Source: an optimization exercise on an open RTL-to-GDS flow (aim: small area, a short achievable clock period and few clock cycles). Production flows keep margins and buffers that such runs may drop.
RTL that was checked went through simulation tests only; none was proved equivalent to the original.
No activity file was given, so power comes from the tool's default toggle rates.

Design spa, start of the top module:
module spa (
  input  wire        clk,
  input  wire        rst,         
  output wire        ready,       
  input  wire        reg_rd,
  input  wire        reg_wr,
  input  wire [7:0]  reg_addr,
  input  wire [31:0] reg_wdata,
  output wire [31:0] rdata,
  input  wire        cmd_valid,
  input  wire [63:0] cmd_word,
  output wire        err_o
);
clock: 10.0 ns
lec_check: 0
cap_margin: 20
core_margin: 2
core_utilization: 40
cts_buf_list: sky130_fd_sc_hd__clkbuf_8
setup_slack_margin: 5
slew_margin: 20
standard.sh (not shown) runs the stock make flow with config.mk's settings and CLKGATE_MAP_FILE= SYNTH_SCRIPT=/design/flow/synth_recipe.tcl, a recipe that flattens the netlist after the stock synthesis.
==> flow/flow/run.sh <==
#!/bin/bash
# The standard layout (standard synthesis unchanged) with the smallest buffer
# on every port instead of the default delay-buffer cell. Each tool's output
# goes to a log file in the work folder.
set -euo pipefail
bash standard.sh "BUFFER_PORTS_ARGS=-buffer_cell sky130_fd_sc_hd__buf_1" finish > standard_flow.log 2>&1
Testbench counts at the start, summed over its fixed seeds: cycles 94,756.
Rerun with:
- CTS_BUF_LIST: sky130_fd_sc_hd__clkbuf_8 -> not set
The changed run completed without violations.
Die area does not change.
Final area is about the same.
Worst setup slack gets better by 39 ps.
Synthesized cell count is unchanged.
Rerun with:
==> flow/run.sh (new file) <==
#!/bin/bash
# synth_recipe.tcl (not shown) runs the flow's synth.tcl, then flattens the netlist and writes it again
# the make line also repeats each setting of config.mk as NAME=value (left out here)
make -C /OpenROAD-flow-scripts/flow DESIGN_CONFIG=/design/flow/config.mk WORK_HOME=/design/flow/orfs CLKGATE_MAP_FILE= SYNTH_SCRIPT=/design/flow/synth_recipe.tcl finish
- CAP_MARGIN: 20 -> 5
- SLEW_MARGIN: 20 -> 5
removed: flow/flow/run.sh
removed: flow/standard.sh
Hold slack hardly moves.
Combinational power hardly moves.
Via count grows by 0.49%.

Another version of the RTL of spa (not shown whole).
For scale: roughly 400 flip-flops, roughly 140 I/O pins, roughly 0.033 mm^2 of cells after synthesis.
Settings: LEC_CHECK=0, CAP_MARGIN=20, CORE_MARGIN=2, CORE_UTILIZATION=40, SETUP_SLACK_MARGIN=4.5, SLEW_MARGIN=20; clock period 10.0 ns.
run.sh (not shown) runs the stock make flow with config.mk's settings and CLKGATE_MAP_FILE= SYNTH_SCRIPT=/design/flow/synth_recipe.tcl, a recipe that flattens the netlist after the stock synthesis.
Stock flow here: none of the scripts above is used.
The first run completed with no timing, DRC or antenna violations.
Rerun with:
Settings changed: SETUP_SLACK_MARGIN 4.5 to 5.
The changed run went through all stages and came out clean.
Total power rose by 1.7%.
Setup slack gets better by 0.51 ns.
Clock power hardly moves.
Global-route usage goes up by 0.27 points.
Clock skew came out higher by 0.015 ns.
Via count grows by 0.81%.
Die area stays the same.
Routed wire length is higher by 1.8%.
No functional check of the RTL was part of any run of this note.

Starting RTL as in the previous note.
// spa
module spa (
  input  wire        clk,
  input  wire        rst,         
  output wire        ready,       
  input  wire        reg_rd,
  input  wire        reg_wr,
  input  wire [7:0]  reg_addr,
  input  wire [31:0] reg_wdata,
  output wire [31:0] rdata,
  input  wire        cmd_valid,
  input  wire [63:0] cmd_word,
  output wire        err_o
);
Settings: LEC_CHECK=0, CAP_MARGIN=20, CORE_MARGIN=2, CORE_UTILIZATION=40, SLEW_MARGIN=20; clock period 10.0 ns.
standard.sh (not shown) runs the stock make flow with config.mk's settings and CLKGATE_MAP_FILE= SYNTH_SCRIPT=/design/flow/synth_recipe.tcl, a recipe that flattens the netlist after the stock synthesis.
==> flow/flow/run.sh <==
#!/bin/bash
set -euo pipefail
bash standard.sh SETUP_SLACK_MARGIN=5.8 finish > standard_flow.log 2>&1
The starting point finished clean.
Then changed:
==> flow/run.sh (new file) <==
#!/bin/bash
# synth_recipe.tcl (not shown) runs the flow's synth.tcl, then flattens the netlist and writes it again
# the make line also repeats each setting of config.mk as NAME=value (left out here)
make -C /OpenROAD-flow-scripts/flow DESIGN_CONFIG=/design/flow/config.mk WORK_HOME=/design/flow/orfs CLKGATE_MAP_FILE= SYNTH_SCRIPT=/design/flow/synth_recipe.tcl finish
CORE_UTILIZATION = 60   (was 40)
SETUP_SLACK_MARGIN = 5   (was default)
removed: flow/flow/run.sh
removed: flow/standard.sh
What happened:
- area after synthesis stays the same
- non-clock buffer count came out lower by 261
- clock skew came out higher by 11 ps
- flip-flop and latch count is unchanged
- total power came out lower by a little under a tenth
- final cell count came out lower by roughly a tenth
- via count came out lower by a few percent
- worst setup slack is worse by 200 ps
- routed wire length came out lower by roughly a tenth
- global-route usage came out higher by 11 points
No functional check of the RTL was part of any run of this note.

Another version of the RTL of spa (not shown whole).
Size: ~3,900 cells after synthesis, about 400 flip-flops, ~0.032 mm^2 of cells after synthesis.
Settings: LEC_CHECK=0, CAP_MARGIN=20, CORE_MARGIN=2, CORE_UTILIZATION=40, SETUP_SLACK_MARGIN=5, SLEW_MARGIN=20; clock period 10.0 ns.
==> flow/flow/run.sh <==
#!/bin/bash
# The standard layout (standard synthesis unchanged) with the smallest buffer
# on every port instead of the default delay-buffer cell, and the timing
# repair asked for 5.4 ns of setup slack. Each tool's output goes to a log
# file in the work folder.
set -euo pipefail
bash standard.sh SETUP_SLACK_MARGIN=5.4 "BUFFER_PORTS_ARGS=-buffer_cell sky130_fd_sc_hd__buf_1" finish > standard_flow.log 2>&1
Testbench counts at the start, summed over its fixed seeds: cycles 92,356.
Next try:
==> flow/flow/run.sh (replaced) <==
#!/bin/bash
# The standard layout (standard synthesis unchanged) with the smallest buffer
# on every port instead of the default delay-buffer cell, and the timing
# repair asked for 5.2 ns of setup slack. Each tool's output goes to a log
# file in the work folder.
set -euo pipefail
bash standard.sh SETUP_SLACK_MARGIN=5.2 "BUFFER_PORTS_ARGS=-buffer_cell sky130_fd_sc_hd__buf_1" finish > standard_flow.log 2>&1
The changed run went through all stages and came out clean.
Setup slack improved by 72 ps.
Via count shrinks by 1.5%.
Design area shrinks by 3.5%.
Routed wire length shrinks by 3.4%.
Die area is unchanged.
Area after synthesis is unchanged.

separate check: timing with driven ports:
No port has a modelled driver above. Below, the same layouts with a new extraction and two added sets of constraints.
Step 1: set_driving_cell puts a clkbuf_16 on clk and a buf_2 on each other input, an assumption about the parent block.
Step 2, shift: input delay + t, output delay - t, t = (earliest + latest rising clock arrival at the registers) / 2. This alone moves slack from input paths to output paths.
Three values: ideal, step 1, step 2; two values: the first two.
run | t, ns | setup slack, ns | pins driven straight from the clock port
the first run of note 1 | 0.729 | 5.044 / 5.044 / 4.824 | 1
the second run of note 1 | 0.659 | 5.083 / 5.061 / 4.863 | 1
the third run of note 1 | 0.661 | 4.913 / 4.849 / 4.488 | 1
the first run of note 2 | 0.657 | 4.504 / 4.440 / 4.636 | 1
the second run of note 2 | 0.665 | 5.011 / 4.973 / 5.011 | 1
the first run of note 3 | 0.670 | 5.148 / 5.148 / 5.148 | 1
the second run of note 3 | 0.674 | 4.947 / 4.906 / 4.739 | 1
the first run of note 4 | 0.675 | 5.084 / 5.084 / 5.084 | 1
the second run of note 4 | 0.652 | 5.156 / 5.153 / 5.156 | 1
After both steps every run listed still meets setup and hold. For the third run of note 1, which loses most, drivers alone change the setup slack by -0.064 ns; drivers and shift together by -0.425 ns.
